Context: an optimization exercise on an open-source flow, tuned for small area, a short achievable clock period and few clock cycles per item. The choices shown serve that exercise and are no tape-out recipe.
The RTL was checked by simulation tests, not by an equivalence proof against the original design.
Power figures rest on the tool's default switching activity, not on a simulated workload.

==> flow/design.v <==
module c64fc_crc8 (
    input  wire [63:0] acc_in,
    input  wire [7:0]  data_in,
    output reg  [63:0] acc_out
);
    localparam [63:0] POLY = 64'h42F0E1EBA9EA3693;
    integer i;
    always @* begin
        acc_out = acc_in ^ {data_in, 56'd0};
        for (i = 0; i < 8; i = i + 1)
            acc_out = acc_out[63] ? ({acc_out[62:0], 1'b0} ^ POLY) : {acc_out[62:0], 1'b0};
    end
endmodule
module c64fc #(
    parameter integer RECLEN    = 88,
    parameter integer NONCE_OFF = 72
) (
    input  wire        clk,
    input  wire        rst,
    input  wire        cmd_valid,
    output wire        cmd_ready,
    input  wire [31:0] cmd_word,
    output wire        rsp_valid,
    input  wire        rsp_ready,
    output wire [3:0]  rsp_code,
    output wire [63:0] rsp_data,
    output wire        out_valid,
    input  wire        out_ready,
    output wire [7:0]  out_data
);
    localparam integer FLEN = RECLEN + 8;
    localparam integer NW   = 64;
    localparam integer NFB  = 8 + NONCE_OFF;      
    localparam [63:0] INIT    = 64'hFFFFFFFFFFFFFFFF;
    localparam [63:0] RESIDUE = 64'hFCACBEBD5931A992;
    localparam [63:0] POLY    = 64'h42F0E1EBA9EA3693;
    localparam [7:0]  CFG_NW  = NW;
    localparam [15:0] CFG_OFF = NONCE_OFF;
    localparam [15:0] CFG_LEN = RECLEN;
    localparam [63:0] CFG     = {24'd0, CFG_NW, CFG_OFF, CFG_LEN};
    localparam [63:0] K0 = 64'h005c8800ebaab96c, C0 = 64'hfbb6b4f93972e909;
    localparam [63:0] K1 = 64'h2f52ea887635232c, C1 = 64'hbb2c2b64b110e726;
    localparam [63:0] K2 = 64'h5e404c10d0958ced, C2 = 64'h7a838bc229b6f557;
    localparam [63:0] K3 = 64'h714e2e984d0a16ad, C3 = 64'h3a19145fa1d4fb78;
    localparam [1:0] M_IDLE = 2'd0, M_RUN = 2'd1, M_EMIT = 2'd2, M_FAULT = 2'd3;
    localparam [3:0] R_OK = 4'd0, R_ILLEGAL = 4'd1, R_BUSY = 4'd2,
                     R_NOVALUE = 4'd3, R_FAULT = 4'd4;
    localparam [7:0] OP_CRC_INIT = 8'h10, OP_CRC_UPDB = 8'h11, OP_CRC_UPDM = 8'h12,
                     OP_CRC_VAL  = 8'h13, OP_CRC_STB  = 8'h14, OP_CRC_RES  = 8'h15,
                     OP_CRC_BYTE = 8'h16, OP_FB_WR    = 8'h20, OP_FB_RD    = 8'h21,
                     OP_COMPOSE  = 8'h30, OP_PARSE    = 8'h31, OP_PR_RD    = 8'h32,
                     OP_STEP     = 8'h40, OP_RUN      = 8'h41, OP_CSR_RD   = 8'h50;
    localparam [1:0] C_WAIT = 2'd0, C_BUSY = 2'd1, C_RSP = 2'd2;
    localparam integer S_IDLE = 0, S_UPDB = 1, S_UPDM = 2, S_STB = 3, S_FBRD = 4,
                       S_PRRD = 5, S_WALK = 6, S_SWAIT = 7, S_SINC = 8, S_SBLK = 9,
                       S_SACT = 10, S_FND = 11, S_PCHK = 12, S_WEND = 13;
    localparam integer NS = 14;
    localparam [NS-1:0] E_IDLE  = 1 << S_IDLE,  E_UPDB = 1 << S_UPDB, E_UPDM = 1 << S_UPDM,
                        E_STB   = 1 << S_STB,   E_FBRD = 1 << S_FBRD, E_PRRD = 1 << S_PRRD,
                        E_WALK  = 1 << S_WALK,  E_SWAIT = 1 << S_SWAIT, E_SINC = 1 << S_SINC,
                        E_SBLK  = 1 << S_SBLK,  E_SACT = 1 << S_SACT, E_FND  = 1 << S_FND,
                        E_PCHK  = 1 << S_PCHK,  E_WEND = 1 << S_WEND;
    localparam [1:0] W_COMP = 2'd0, W_PARS = 2'd1, W_CONT = 2'd2;
    reg [8*FLEN-1:0]   fb;           
    reg [8*RECLEN-1:0] pr;           
    reg                prv;
    reg [1:0]          mode;
    reg                found, exh, cerr;
    reg [63:0]         iter;
    reg [63:0]         acc;
    reg [1:0]   c_state;
    reg [3:0]   rsp_code_r;
    reg [63:0]  rsp_data_r;
    reg         p_valid;              
    reg [31:0]  p_word;
    reg [NS-1:0] e_st;
    reg [1:0]   w_job;
    reg         e_step;               
    reg         e_exh;                
    reg [1:0]   e_hit;                
    reg         hq;                   
    reg [6:0]   ptr;                  
    reg [6:0]   cnt;
    reg [7:0]   imm;
    reg         wv, wfirst;           
    reg [5:0]   wend;                 
    reg [63:0]  tacc;
    reg [5:0]   prrot;                
    reg         s_ok, s_rst;
    reg [63:0]  ti;
    reg         t_ok, t_load;
    reg [3:0]   tcnt;
    reg         xv, xh;
    reg [16:0]  xadd;
    reg         wr_en;
    reg [6:0]   wr_addr;
    reg [7:0]   wr_data;
    reg [15:0]  rword;
    reg [6:0]   ep;
    reg [15:0]  ob;
    wire [7:0]  op    = cmd_word[31:24];
    wire [11:0] addr  = cmd_word[11:0];
    wire [7:0]  imm_w = cmd_word[23:16];
    wire [7:0]  imm_b = cmd_word[7:0];
    wire [2:0]  idx   = cmd_word[2:0];
    reg legal;
    always @* begin
        case (op)
            OP_CRC_INIT, OP_CRC_VAL, OP_CRC_RES, OP_COMPOSE, OP_PARSE, OP_STEP, OP_RUN:
                legal = (cmd_word[23:0] == 24'd0);
            OP_CRC_UPDB:
                legal = (cmd_word[23:8] == 16'd0);
            OP_CSR_RD:
                legal = (cmd_word[23:8] == 16'd0) && (imm_b <= 8'd2);
            OP_CRC_BYTE:
                legal = (cmd_word[23:3] == 21'd0);
            OP_CRC_STB, OP_FB_RD, OP_PR_RD:
                legal = (cmd_word[23:12] == 12'd0);
            OP_FB_WR:
                legal = (cmd_word[15:12] == 4'd0);
            OP_CRC_UPDM:
                legal = 1'b1;
            default:
                legal = 1'b0;
        endcase
    end
    wire is_csr = legal && (op == OP_CSR_RD);
    wire fb_bad = addr >= FLEN;
    wire        resok  = (acc == RESIDUE);
    wire [63:0] status = {57'd0, cerr, exh, found, prv, resok, mode};
    reg  [63:0] csr_val;
    always @* begin
        case (imm_b[1:0])
            2'd0:    csr_val = status;
            2'd1:    csr_val = iter;
            default: csr_val = CFG;
        endcase
    end
    wire [63:0] value    = ~acc;
    wire [7:0]  val_byte = value[63 - 8*p_word[2:0] -: 8];
    wire [7:0]  stb_byte = value[63 - 8*cnt[2:0] -: 8];
    wire [7:0]  p_op   = p_word[31:24];
    wire [11:0] p_addr = p_word[11:0];
    wire [11:0] p_len  = p_word[23:12];
    wire [12:0] p_end  = {1'b0, p_addr} + {1'b0, p_len};
    wire        p_updm_bad = p_end > FLEN;
    wire        p_stb_bad  = ({1'b0, p_addr} + 13'd8) > FLEN;
    wire        p_fb_bad   = p_addr >= FLEN;
    wire        p_pr_bad   = p_addr >= RECLEN;
    reg         p_rdy, p_bad;         
    wire        p_bad_d    = (p_op == OP_CRC_UPDM && p_updm_bad) ||
                             (p_op == OP_CRC_STB  && p_stb_bad)  ||
                             (p_op == OP_FB_RD    && p_fb_bad)   ||
                             (p_op == OP_PR_RD    && p_pr_bad);
    wire [5:0] ep_word = ep[6:1] + 6'd1;
    wire [5:0] raddr   = (mode == M_EMIT) ? ep_word : ptr[6:1];
    always @(posedge clk)
        rword <= {fb[16*raddr +: 8], fb[16*raddr + 8 +: 8]};
    wire        use_acc = e_st[S_UPDB] || e_st[S_UPDM];
    wire [63:0] crc_a   = use_acc ? acc : tacc;
    wire [7:0]  updm_b  = ptr[0] ? rword[7:0] : rword[15:8];
    wire [7:0]  crc_d0  = use_acc ? imm : rword[15:8];
    wire [63:0] crc_o1, crc_o2;
    c64fc_crc8 u_crc0 (.acc_in(crc_a),  .data_in(crc_d0),     .acc_out(crc_o1));
    c64fc_crc8 u_crc1 (.acc_in(crc_o1), .data_in(rword[7:0]), .acc_out(crc_o2));
    reg [63:0] T;
    integer k;
    always @* begin
        for (k = 0; k < 8; k = k + 1)
            T[63 - 8*k -: 8] = fb[8*(RECLEN + k) +: 8];
    end
    reg [63:0] ti_next;
    integer s;
    always @* begin
        ti_next = ti;
        for (s = 0; s < 4; s = s + 1)
            ti_next = ti_next[0] ? ({1'b1, ti_next[63:1] ^ POLY[63:1]}) : {1'b0, ti_next[63:1]};
    end
    wire [63:0] nonce = fb[8*NFB +: 64];            
    wire [63:0] sv    = tacc ^ ti;
    wire [63:0] vb    = {sv[7:0], sv[15:8], sv[23:16], sv[31:24],
                         sv[39:32], sv[47:40], sv[55:48], sv[63:56]};
    wire [63:0] tau0 = vb ^ K0, tau1 = vb ^ K1, tau2 = vb ^ K2, tau3 = vb ^ K3;
    wire [15:0] js   = nonce[15:0];
    wire h0 = (tau0[63:16] == nonce[63:16]) && (e_step ? (tau0[15:0] == js) : (tau0[15:0] >= js));
    wire h1 = (tau1[63:16] == nonce[63:16]) && (e_step ? (tau1[15:0] == js) : (tau1[15:0] >= js));
    wire h2 = (tau2[63:16] == nonce[63:16]) && (e_step ? (tau2[15:0] == js) : (tau2[15:0] >= js));
    wire h3 = (tau3[63:16] == nonce[63:16]) && (e_step ? (tau3[15:0] == js) : (tau3[15:0] >= js));
    wire hit = h0 | h1 | h2 | h3;
    wire [1:0] ihit = {h2 | h3, h1 | h3};
    wire [15:0] jsel = ({16{h0}} & tau0[15:0]) | ({16{h1}} & tau1[15:0]) |
                       ({16{h2}} & tau2[15:0]) | ({16{h3}} & tau3[15:0]);
    reg  [15:0] jhit;                               
    wire [47:0] nhi_inc  = nonce[63:16] + 48'd1;
    wire        last_blk = &nonce[63:16];
    wire [16:0] x_miss = 17'h10000 - {1'b0, js};
    wire [16:0] x_hitn = {1'b0, nonce[15:0]} - {1'b0, jhit} + 17'd1;
    wire [16:0] lo_inc = {1'b0, nonce[15:0]} + 17'd1;
    wire [63:0] n_inc  = {lo_inc[16] ? nhi_inc : nonce[63:16], lo_inc[15:0]};
    reg [63:0] chdr;
    always @* begin
        case (e_hit)
            2'd0: chdr = C0;
            2'd1: chdr = C1;
            2'd2: chdr = C2;
            default: chdr = C3;
        endcase
    end
    reg        hdr_we;   reg [63:0] hdr_data;    
    reg        nce_we;   reg [63:0] nce_data;    
    wire wr_u = wr_en && (wr_addr >= 7'd8) && (wr_addr < NFB);
    wire wr_t = wr_en && (wr_addr >= RECLEN);
    wire walk_last = e_st[S_WALK] && wv && (ptr[6:1] == wend + 6'd1);
    wire bg_state = e_st[S_IDLE] || e_st[S_SWAIT] || e_st[S_SINC];
    wire bg_walk  = bg_state && !s_ok && (mode != M_EMIT);
    assign cmd_ready = (c_state == C_WAIT);
    assign rsp_valid = (c_state == C_RSP);
    assign rsp_code  = rsp_code_r;
    assign rsp_data  = rsp_data_r;
    assign out_valid = (mode == M_EMIT);
    assign out_data  = ob[15:8];
    wire cmd_fire = cmd_valid && cmd_ready;
    wire [7:0]  wr_d  = rst ? 8'd0  : wr_data;
    wire        hdr_g = hdr_we & ~rst;
    wire        nce_g = nce_we & ~rst;
    wire [63:0] hdr_d = rst ? 64'd0 : hdr_data;
    wire [63:0] nce_d = rst ? 64'd0 : nce_data;
    genvar ga;
    generate
        for (ga = 0; ga < FLEN; ga = ga + 1) begin : g_fb
            wire bwe = wr_en && (wr_addr == ga);
            if (ga < 8) begin : g_hdr
                always @(posedge clk)
                    if (rst || hdr_g || bwe)
                        fb[8*ga +: 8] <= hdr_g ? hdr_d[63 - 8*ga -: 8] : wr_d;
            end else if (ga >= NFB && ga < NFB + 8) begin : g_nce
                always @(posedge clk)
                    if (rst || nce_g || bwe)
                        fb[8*ga +: 8] <= nce_g ? nce_d[8*(ga - NFB) +: 8] : wr_d;
            end else begin : g_gen
                always @(posedge clk)
                    if (rst || bwe)
                        fb[8*ga +: 8] <= wr_d;
            end
        end
    endgenerate
    wire        pr_rot   = e_st[S_PRRD];
    wire        pr_shift = (e_st[S_PRRD] && prrot != ptr[6:1]) ||
                           (e_st[S_WALK] && w_job == W_PARS && wv) ||
                           (e_st[S_SACT] && hq) ||
                           (mode == M_EMIT && out_ready && ep[0] && ep[6:1] < 6'd43);
    wire [15:0] pr_in = pr_rot ? pr[15:0] : e_st[S_SACT] ? chdr[63:48] : rword;
    always @(posedge clk)
        if (pr_shift)
            pr <= {pr_in, pr[8*RECLEN-1:16]};
    wire [7:0] pr_byte = ptr[0] ? pr[7:0] : pr[15:8];
    always @* begin
        hdr_we   = 1'b0;
        hdr_data = ~tacc;
        nce_we   = 1'b0;
        nce_data = n_inc;
        case (1'b1)
            e_st[S_WEND]:
                hdr_we = 1'b1;
            e_st[S_SINC]:
                nce_we = 1'b1;
            e_st[S_SACT]: begin
                nce_we   = 1'b1;
                hdr_data = chdr;
                if (hq) begin
                    nce_data = {nonce[63:16], jhit};
                    hdr_we   = 1'b1;
                end else if (e_step)
                    nce_data = nonce;
                else if (last_blk)
                    nce_data = {nonce[63:16], 16'hFFFF};
                else
                    nce_data = {nhi_inc, 16'h0000};
            end
            default: ;
        endcase
        if (e_st[S_WEND] && w_job == W_CONT && e_exh) begin
            nce_we   = 1'b1;
            nce_data = 64'd0;
        end
    end
    always @(posedge clk) begin
        if (rst) begin
            acc      <= INIT;
            prv      <= 1'b0;
            mode     <= M_IDLE;
            ep       <= 7'd0;
            found    <= 1'b0;
            exh      <= 1'b0;
            cerr     <= 1'b0;
            iter     <= 64'd0;
            c_state  <= C_WAIT;
            e_st     <= E_IDLE;
            wr_en    <= 1'b0;
            s_ok     <= 1'b0;
            s_rst    <= 1'b1;
            t_ok     <= 1'b1;
            t_load   <= 1'b0;
            ti       <= 64'd0;
            xv       <= 1'b0;
            xh       <= 1'b0;
            wv       <= 1'b0;
            p_valid  <= 1'b0;
            p_rdy    <= 1'b0;
        end else begin
            wr_en <= 1'b0;
            if (wr_t) begin
                t_ok   <= 1'b0;
                t_load <= 1'b1;
            end else if (t_load) begin
                ti     <= T;
                tcnt   <= 4'd0;
                t_load <= 1'b0;
            end else if (!t_ok) begin
                ti   <= ti_next;
                tcnt <= tcnt + 4'd1;
                if (tcnt == 4'd15)
                    t_ok <= 1'b1;
            end
            if (xv) begin
                iter <= iter + {47'd0, xadd};
                xv   <= 1'b0;
            end
            xh <= 1'b0;
            if (xh) begin
                xv   <= 1'b1;
                xadd <= x_hitn;
                if (e_step) begin
                    rsp_data_r <= 64'd1;
                    c_state    <= C_RSP;
                end
            end
            p_rdy <= p_valid && !(p_rdy && e_st[S_IDLE]);
            p_bad <= p_bad_d;
            if (bg_walk) begin
                if (s_rst) begin
                    ptr    <= 7'd8;
                    wv     <= 1'b0;
                    tacc   <= INIT;
                    s_rst  <= 1'b0;
                end else begin
                    if (wv) begin
                        tacc   <= crc_o2;
                        wfirst <= 1'b0;
                    end
                    if (wv && ptr[6:1] == 6'd40) begin
                        s_ok <= 1'b1;
                        wv   <= 1'b0;
                    end else begin
                        ptr <= ptr + 7'd2;
                        wv  <= 1'b1;
                    end
                end
            end
            case (1'b1)
                e_st[S_IDLE]:
                    if (p_valid && p_rdy && p_bad) begin
                        p_valid    <= 1'b0;
                        rsp_code_r <= R_FAULT;
                        mode       <= M_FAULT;
                        c_state    <= C_RSP;
                    end else if (p_valid && p_rdy) begin
                        p_valid <= 1'b0;
                        case (p_op)
                            OP_CRC_UPDB: begin
                                imm  <= p_word[7:0];
                                e_st <= E_UPDB;
                            end
                            OP_CRC_UPDM:
                                if (p_len == 12'd0) begin
                                    c_state <= C_RSP;
                                end else begin
                                    ptr    <= p_addr[6:0];
                                    cnt    <= p_len[6:0];
                                    wv     <= 1'b0;
                                    wfirst <= 1'b0;
                                    e_st   <= E_UPDM;
                                end
                            OP_CRC_STB: begin
                                ptr  <= p_addr[6:0];
                                cnt  <= 7'd0;
                                e_st <= E_STB;
                            end
                            OP_FB_WR: begin
                                wr_en   <= 1'b1;
                                wr_addr <= p_addr[6:0];
                                wr_data <= p_word[23:16];
                                c_state <= C_RSP;
                            end
                            OP_FB_RD: begin
                                ptr  <= p_addr[6:0];
                                wv   <= 1'b0;
                                e_st <= E_FBRD;
                            end
                            OP_COMPOSE: begin
                                w_job  <= W_COMP;
                                ptr    <= 7'd8;
                                wend   <= 6'd47;
                                wv     <= 1'b0;
                                tacc   <= INIT;
                                s_ok   <= 1'b0;
                                e_st   <= E_WALK;
                            end
                            OP_PARSE: begin
                                w_job  <= W_PARS;
                                ptr    <= 7'd0;
                                wend   <= 6'd43;
                                wv     <= 1'b0;
                                tacc   <= INIT;
                                s_ok   <= 1'b0;
                                e_st   <= E_WALK;
                            end
                            OP_PR_RD:
                                if (!prv) begin
                                    rsp_code_r <= R_NOVALUE;
                                    c_state    <= C_RSP;
                                end else begin
                                    ptr  <= p_addr[6:0];
                                    e_st <= E_PRRD;
                                end
                            OP_STEP: begin
                                found  <= 1'b0;
                                exh    <= 1'b0;
                                e_step <= 1'b1;
                                e_st   <= E_SINC;
                            end
                            OP_RUN: begin
                                e_step  <= 1'b0;
                                e_st    <= E_SINC;
                                c_state <= C_RSP;
                            end
                            OP_CRC_INIT: begin
                                acc     <= INIT;
                                c_state <= C_RSP;
                            end
                            OP_CRC_VAL: begin
                                rsp_data_r <= value;
                                c_state    <= C_RSP;
                            end
                            OP_CRC_RES: begin
                                rsp_data_r <= {63'd0, resok};
                                c_state    <= C_RSP;
                            end
                            default: begin       
                                rsp_data_r <= {56'd0, val_byte};
                                c_state    <= C_RSP;
                            end
                        endcase
                    end
                e_st[S_SINC]: begin
                    if (!e_step) begin
                        found <= 1'b0;
                        exh   <= 1'b0;
                        iter  <= 64'd0;
                        mode  <= M_RUN;
                    end
                    if (nonce == 64'hFFFFFFFFFFFFFFFF) begin
                        exh  <= 1'b1;
                        e_st <= E_IDLE;
                        if (e_step) begin
                            rsp_data_r <= 64'd2;
                            c_state    <= C_RSP;
                        end else begin
                            mode <= M_IDLE;
                        end
                    end else begin
                        e_st <= (s_ok && t_ok && !t_load && !wr_t) ? E_SBLK : E_SWAIT;
                    end
                end
                e_st[S_SWAIT]:
                    if (s_ok && t_ok && !t_load && !wr_t)
                        e_st <= E_SBLK;
                e_st[S_SBLK]: begin
                    hq    <= hit;
                    jhit  <= jsel;
                    e_hit <= ihit;
                    e_st  <= E_SACT;
                end
                e_st[S_SACT]: begin
                    xv   <= !hq;
                    xadd <= x_miss;
                    e_st <= E_SBLK;
                    if (hq) begin
                        xh    <= 1'b1;
                        jhit  <= js;
                        prrot <= 6'd0;
                        prv   <= 1'b1;
                        found <= 1'b1;
                        ob    <= chdr[63:48];
                        ep    <= 7'd0;
                        mode  <= M_EMIT;
                        e_st  <= E_IDLE;
                    end else if (e_step || last_blk) begin
                        xadd   <= e_step ? 17'd1 : x_miss;
                        e_exh  <= !e_step;
                        if (!e_step) begin
                            prv  <= 1'b0;
                            exh  <= 1'b1;
                            mode <= M_IDLE;
                        end
                        w_job  <= W_CONT;
                        ptr    <= 7'd80;
                        wend   <= 6'd47;
                        wv     <= 1'b0;
                        wfirst <= 1'b0;
                        e_st   <= E_WALK;
                    end
                end
                e_st[S_UPDB]: begin
                    acc     <= crc_o1;
                    e_st    <= E_IDLE;
                    c_state <= C_RSP;
                end
                e_st[S_UPDM]:
                    if (!wv) begin
                        wv <= 1'b1;
                    end else if (!wfirst) begin
                        imm    <= updm_b;
                        wfirst <= 1'b1;
                    end else begin
                        wv     <= 1'b0;
                        wfirst <= 1'b0;
                        acc    <= crc_o1;
                        ptr <= ptr + 7'd1;
                        cnt <= cnt - 7'd1;
                        if (cnt == 7'd1) begin
                            e_st    <= E_IDLE;
                            c_state <= C_RSP;
                        end
                    end
                e_st[S_STB]: begin
                    wr_en   <= 1'b1;
                    wr_addr <= ptr;
                    wr_data <= stb_byte;
                    ptr     <= ptr + 7'd1;
                    cnt     <= cnt + 7'd1;
                    if (cnt == 7'd7) begin
                        e_st    <= E_IDLE;
                        c_state <= C_RSP;
                    end
                end
                e_st[S_FBRD]:
                    if (!wv) begin
                        wv <= 1'b1;
                    end else begin
                        wv         <= 1'b0;
                        rsp_data_r <= {56'd0, updm_b};
                        e_st       <= E_IDLE;
                        c_state    <= C_RSP;
                    end
                e_st[S_PRRD]:
                    if (prrot == ptr[6:1]) begin
                        rsp_data_r <= {56'd0, pr_byte};
                        e_st       <= E_IDLE;
                        c_state    <= C_RSP;
                    end else begin
                        prrot <= (prrot == 6'd43) ? 6'd0 : prrot + 6'd1;
                    end
                e_st[S_WALK]: begin
                    if (wv) begin
                        tacc   <= crc_o2;
                        wfirst <= 1'b0;
                    end
                    if (walk_last) begin
                        wv   <= 1'b0;
                        s_ok <= 1'b0;
                        e_st <= (w_job == W_PARS) ? E_PCHK : E_WEND;
                    end else begin
                        ptr <= ptr + 7'd2;
                        wv  <= 1'b1;
                    end
                end
                e_st[S_WEND]: begin
                    e_st <= E_IDLE;
                    if (w_job == W_COMP)
                        c_state <= C_RSP;
                    else if (!e_exh) begin     
                        prv     <= 1'b0;
                        c_state <= C_RSP;
                    end
                end
                e_st[S_PCHK]: begin
                    prrot      <= 6'd0;
                    prv        <= (~tacc == T);
                    rsp_data_r <= {63'd0, (~tacc == T)};
                    c_state    <= C_RSP;
                    e_st       <= E_IDLE;
                end
                default: e_st <= E_IDLE;
            endcase
            if (!bg_state || mode == M_EMIT)
                s_rst <= 1'b1;
            if (wr_u && (s_ok || s_rst || wr_addr[6:1] <= ptr[6:1])) begin
                s_ok  <= 1'b0;
                s_rst <= 1'b1;
            end
            case (c_state)
                C_WAIT: if (cmd_fire) begin
                    p_word     <= cmd_word;
                    wr_addr    <= addr[6:0];
                    wr_data    <= imm_w;
                    rsp_code_r <= R_OK;
                    rsp_data_r <= 64'd0;
                    c_state    <= C_RSP;
                    if (mode == M_FAULT) begin
                        if (is_csr)
                            rsp_data_r <= csr_val;
                        else
                            rsp_code_r <= R_FAULT;
                    end else if (!legal) begin
                        rsp_code_r <= R_ILLEGAL;
                        cerr       <= 1'b1;
                    end else if (is_csr) begin
                        rsp_data_r <= csr_val;
                    end else if (mode != M_IDLE) begin
                        rsp_code_r <= R_BUSY;
                        cerr       <= 1'b1;
                    end else begin
                        case (op)
                            OP_FB_WR:
                                if (fb_bad) begin
                                    rsp_code_r <= R_FAULT;
                                    mode       <= M_FAULT;
                                end else if (e_st[S_IDLE]) begin
                                    wr_en   <= 1'b1;
                                end else begin
                                    p_valid <= 1'b1;
                                    c_state <= C_BUSY;
                                end
                            OP_RUN:
                                if (e_st[S_IDLE]) begin
                                    e_step <= 1'b0;
                                    e_st   <= E_SINC;
                                end else begin
                                    p_valid <= 1'b1;
                                    c_state <= C_BUSY;
                                end
                            default: begin
                                p_valid <= 1'b1;
                                c_state <= C_BUSY;
                            end
                        endcase
                    end
                end
                C_RSP: if (rsp_ready) c_state <= C_WAIT;
                default: ;
            endcase
            if (mode == M_EMIT && out_ready) begin
                ep <= ep + 7'd1;
                ob <= ep[0] ? rword : {ob[7:0], 8'h00};
                if (ep == FLEN - 1)
                    mode <= M_IDLE;
            end
        end
    end
endmodule
==> flow/run.sh <==
#!/bin/bash
# synth_recipe.tcl (not shown) runs the flow's synth.tcl, then flattens the netlist and writes it again
# the make line also repeats each setting of config.mk as NAME=value (left out here)
make -C /OpenROAD-flow-scripts/flow DESIGN_CONFIG=/design/flow/config.mk WORK_HOME=/design/flow/orfs CLKGATE_MAP_FILE= SYNTH_SCRIPT=/design/flow/synth_recipe.tcl finish
==> flow/config.mk <==
export PLATFORM = sky130hd
export DESIGN_NAME = c64fc
export DESIGN_NICKNAME = c64fc
export VERILOG_FILES = /design/flow/design.v
export SDC_FILE = /design/flow/constraint.sdc
export NUM_CORES = 4
export LEC_CHECK = 0
export ABC_AREA = 1
export CAP_MARGIN = 20
export CORE_MARGIN = 2
export CORE_UTILIZATION = 50
export CTS_BUF_LIST = sky130_fd_sc_hd__clkbuf_8
export CTS_CLUSTER_SIZE = 20
export PLACE_DENSITY = 0.7
export SETUP_SLACK_MARGIN = 5
export SLEW_MARGIN = 20
==> flow/constraint.sdc <==
create_clock -name core_clock -period 8.0 [get_ports {clk}]
set_input_delay 1.6000 -clock core_clock [delete_from_list [all_inputs] [get_ports {clk}]]
set_output_delay 1.6000 -clock core_clock [all_outputs]
set_load 0.01 [all_outputs]
==> results.py <==
metrics = {
    "sta": {
        "timing.fmax_mhz": 280,
        "setup-violations-final": 0,
        "final.setup.tns_ns": 0,
        "worstMarginPinSlew_ns": 1.18,
        "final.period_utilization_pct": 44.7,
        "fin_worst_skew_ns": 0.138,
        "rsz0062_at_grt": "true",
        "hold_ws_ns": 0.313,
        "drv_slew": 0,
        "post-route-min-period_ns": 3.58,
        "hold_viol": 0,
        "slew_headroom_pct": 21.2,
    },
    "floorplanning": {
        "coreArea_um2": 188000,
        "rows": 159,
        "die_h_um": 440,
        "ios": 116,
        "die_area_um2": 193000,
        "die_x_um": 440,
        "start_util_pct": 50.5,
    },
    "logic_synthesis": {
        "synth_async_sr_flop_share_pct": 0,
        "ys_types": 70,
        "synth_compound_area_share_pct": 14.2,
        "synth-xor-area-share_pct": 4.65,
        "synth_top_area_share_pct": 55.1,
        "yosys.area_share.simple_pct": 14.3,
        "syn_inst": 9288,
        "yosysTopAreaCell": "edfxtp_1",
        "syn_nets": 9442,
        "synth-edff-count": 1742,
        "syn-cell-area_um2": 95000,
        "ys.flop_type": "edfxtp_1",
        "synthAdderAreaFrac_pct": 1.56,
        "synth_top_family_by_area": "simple AND/OR/NAND/NOR gates",
        "muxShareOfSynthArea_pct": 0.0738,
        "avgSynthCellArea_um2": 10.2,
        "ys_warn_count": 2,
        "ys_seq_area_share_pct": 60.2,
        "ys_ff_latch": 1988,
        "synth_area_leaders": "edfxtp_1 55%, nand2_1 5.6%, o21ai_0 5.2%, dfxtp_1 5.2%, nor2_1 3.3%",
    },
    "layout": {
        "syn_to_final_growth_pct": 25.2,
        "nNetsFinal": 10300,
        "drive_gt1_share_pct": 23.0,
    },
    "pwr": {
        "internal-power_mw": 22.2,
        "power.share.sequential_pct": 33.6,
        "leakage_nw": 45.0,
        "power_frac_comb_pct": 41.9,
        "power_density_nw_per_um2": 302,
        "p_clk_share_pct": 24.6,
        "p_total_mw": 35.9,
        "ir_drop_uv": 395,
        "switching_share_pct": 38.3,
        "p_sw_mw": 13.7,
    },
    "worst_setup_path": {
        "critPathMaxFanout": 6,
        "rr_worst_depth": 22,
        "startpoint": "tacc[50]",
        "path_cells": "buf_6 > buf_4 > inv_1 > nand2_1 > o21ai_2 > inv_1 > nand3_1 > nand2_4 > nand2_4 > nand2_4 > nand2_4 > nand2_8 > nand2_8 > nand2_8 > buf_4 > buf_6 > nand3_1 > nand2_2 > inv_1 > nand2_4 > nand3_2 > nand2_1",
        "critPathRequiredTime_ns": 8.86,
        "endpoint": "tacc[55]",
        "reg2reg_to": "tacc[55]",
        "r2r_slack_ns": 4.42,
        "crit_type": "reg2reg",
        "crit_path_frequent_cell": "nand2_4",
        "max_stage_delay_ns": 0.40,
        "crit_slowest_cell": "edfxtp_1",
        "crit_arrival_ns": 4.44,
        "r2r-start": "tacc[50]",
        "end_kind": "flop",
        "start_kind": "flop",
    },
    "routing": {
        "antenna_left": 0,
        "wl_per_cell_um": 29.3,
        "vias": 82000,
        "first_pass_iters": 9,
        "drt_iter0_markers": 12500,
        "postRouteWirelength_um": 379000,
        "drc": 0,
        "viasPerCell": 6.35,
    },
    "clock_network": {
        "cts_sinks": 1988,
        "cts_buffer_depth": 4,
        "cts_tree": "done",
        "clk_latency_ns": 1.14,
        "h-tree-depth": 5,
        "holdBufCountCts": 0,
        "clk_pin_slew_worst_paths_ns": 0.06,
        "cts_buffers": 342,
        "ctsRootBufferMaster": "clkbuf_8",
    },
    "global_routing": {
        "grt_usage_pct": 36.8,
        "grt_max_degree": 101,
        "overflow": 0,
        "grt_antenna_before_repair": 21,
        "grt_pass1_vias": 74100,
        "grt_pass1_wl_um": 517000,
    },
    "placed_design": {
        "hpwlAfterDp_um": 239000,
        "port_buffers": 115,
        "gp_congestion": 1.06,
    },
    "job": {
        "maxCapViolCount": 0,
    },
    "status": {
        "outcome": "complete, no violations",
    },
    "hold_path": {
        "hp-class": "reg2reg",
    },
}
state kept, by name, summed over array words and instances (netlist names), 6 cells and up:
| register | flops |
|---|---|
| cnt | 7 |
| imm | 8 |
| ep | 7 |
| pr | 704 |
| wr_addr | 7 |
| iter | 64 |
| ti | 64 |
| tacc | 64 |
| rsp_data_r | 64 |
| fb | 768 |
| jhit | 16 |
| wr_data | 8 |
| p_word | 32 |
| rword | 16 |
| prrot | 6 |
| e_st | 13 |
| ptr | 7 |
| xadd | 17 |
| acc | 64 |
| ob | 16 |
cell usage in the layout (no fill, tap or decap), types with 101 or more instances in the layout:
cell	instances
a21oi_1	508
buf_4	621
buf_6	154
clkbuf_8	368
dfxtp_1	223
edfxtp_1	1742
inv_1	756
nand2_1	1224
nand2_2	107
nand3_1	399
nor2_1	740
nor3_1	101
o211ai_1	129
o21ai_0	833
o21ai_1	111
o221ai_1	120
o22ai_1	141
xnor2_1	107
xor2_1	250
per-layer routing:
metal	track usage (%)	wire length, um	vias up
met3	9.73	48600	1447
met2	52.4	157000	6183
met4	24.1	31900	18
li1	-	-	35000
met5	0	118	-
met1	49.5	141000	39400
cell usage after synthesis, types with 7 or more instances:
cell / n
a211oi_1: 17
a21oi_1: 544
a221oi_1: 69
a22oi_1: 44
a311oi_1: 9
a31oi_1: 44
a32oi_1: 28
buf_1: 33
buf_2: 11
buf_4: 13
buf_6: 9
clkbuf_1: 392
clkinv_1: 18
dfxtp_1: 246
edfxtp_1: 1742
ha_1: 114
inv_1: 739
inv_2: 15
mux2i_1: 7
nand2_1: 1408
nand2_2: 41
nand2_4: 21
nand3_1: 496
nand3_2: 11
nand4_1: 90
nor2_1: 837
nor3_1: 139
nor4_1: 60
o2111ai_1: 10
o211ai_1: 129
o21ai_0: 985
o21ai_1: 18
o221ai_1: 128
o22ai_1: 141
o311ai_0: 17
o31ai_1: 22
o32ai_1: 15
o41ai_1: 31
or2_2: 28
xnor2_1: 148
xor2_1: 350
power by group through the flow:
stage                     Combinational [mW]  Sequential (mW)  Clock [mW]
after floorplan                         5.08             12.1           0
after global placement                  7.75             12.3           0
after detailed placement                7.76             12.3           0
after CTS                               11.3             12.0        8.88
after global routing                    15.4             12.1        9.33
final                                   15.0             12.1        8.82
metrics by stage:
stage / area [um2] / setup slack (ns) / std cells / util, %
floorplan: 95200 / -20.77 / 9288 / -
global placement: 99300 / 2.57 / 11600 / 52.7
detailed placement: 99300 / 2.66 / 11600 / 52.7
CTS: 113000 / 4.56 / 12600 / 60.2
global route: 119000 / 4.43 / 12900 / 63.2
finish: 119000 / 4.42 / 12900 / 63.2
final cells by class:
cell class,count,area (um2)
antenna,10,25.0
clock buffer,368,5060
clock inverter,235,1250
fill,14800,69200
inverter,775,3270
multi-input combinational,6072,39200
sequential,1988,57300
tap,2495,3120
timing repair buffer,965,9610
timing repair inverter,9,72.6
worst max-delay path: cells and delay by family (launching register included):
family	cells	cell delay [ns]
buffers and inverters	7	1.09
AOI/OAI and AO/OA	1	0.26
DFF	1	0.40
and+or+nand+nor	14	1.56
worst min-delay path by stage:
stage                 start      end  slack (ns)  cells after the start
CTS                 pr[378]  pr[362]        0.31                      0
finish              pr[378]  pr[362]        0.31                      0
global placement    pr[412]  pr[396]        0.40                      0
global route        pr[378]  pr[362]        0.30                      0
detailed placement  pr[133]  pr[117]        0.40                      0
floorplan            pr[16]    pr[0]        0.40                      0
kinds of logic (layout without fill, tap and decap cells):
group	count (synthesis)	in the layout
multiplexers	7	7
AO/OA/AOI/OAI	2284	2284
flip-flops	1988	1988
AND/OR/NAND/NOR	3157	3163
other	0	10
XOR/XNOR	501	501
adder cells (fa/ha/maj)	117	117
buffers and inverters	1234	2352
what timing repair did:
item | 4_1_cts | 5_1_grt
gates resized for setup | 1295 | 761
setup buffers | 367 | 249
cloned | 29 | 23
pin swaps | 170 | 287
endpoints found under the setup margin | 1867 | 1066
Testbench counts, summed over its fixed seeds: cycles 4,308, items 14,430.

[what the ideal ports hide]
How much do the figures lean on ideal ports? The routed layout below was timed once more, with nothing changed but the port constraints.
Step 1, drivers: a clkbuf_16 drives clk and a buf_2 each remaining input, both assumed.
Step 2 adds t to the input delays and takes it off the output delays; t is the mean of the earliest and latest rising clock arrival at the registers after step 1. Input paths then give back, and output paths get back, about the clock's delay inside the block.
a / b / c = no drivers / after step 1 / after step 2; a / b = the first two.
t, ns: 1.174
setup WS [ns]: 4.423 / 4.409 / 3.837
hold slack, ns: 0.313 / 0.313 / 0.313
worst setup path at the end: input to register
pins driven straight from the clock port: 1
After both steps setup and hold are still met in this run. The setup slack of this run moves by -0.014 ns with the drivers and by -0.586 ns with both steps.
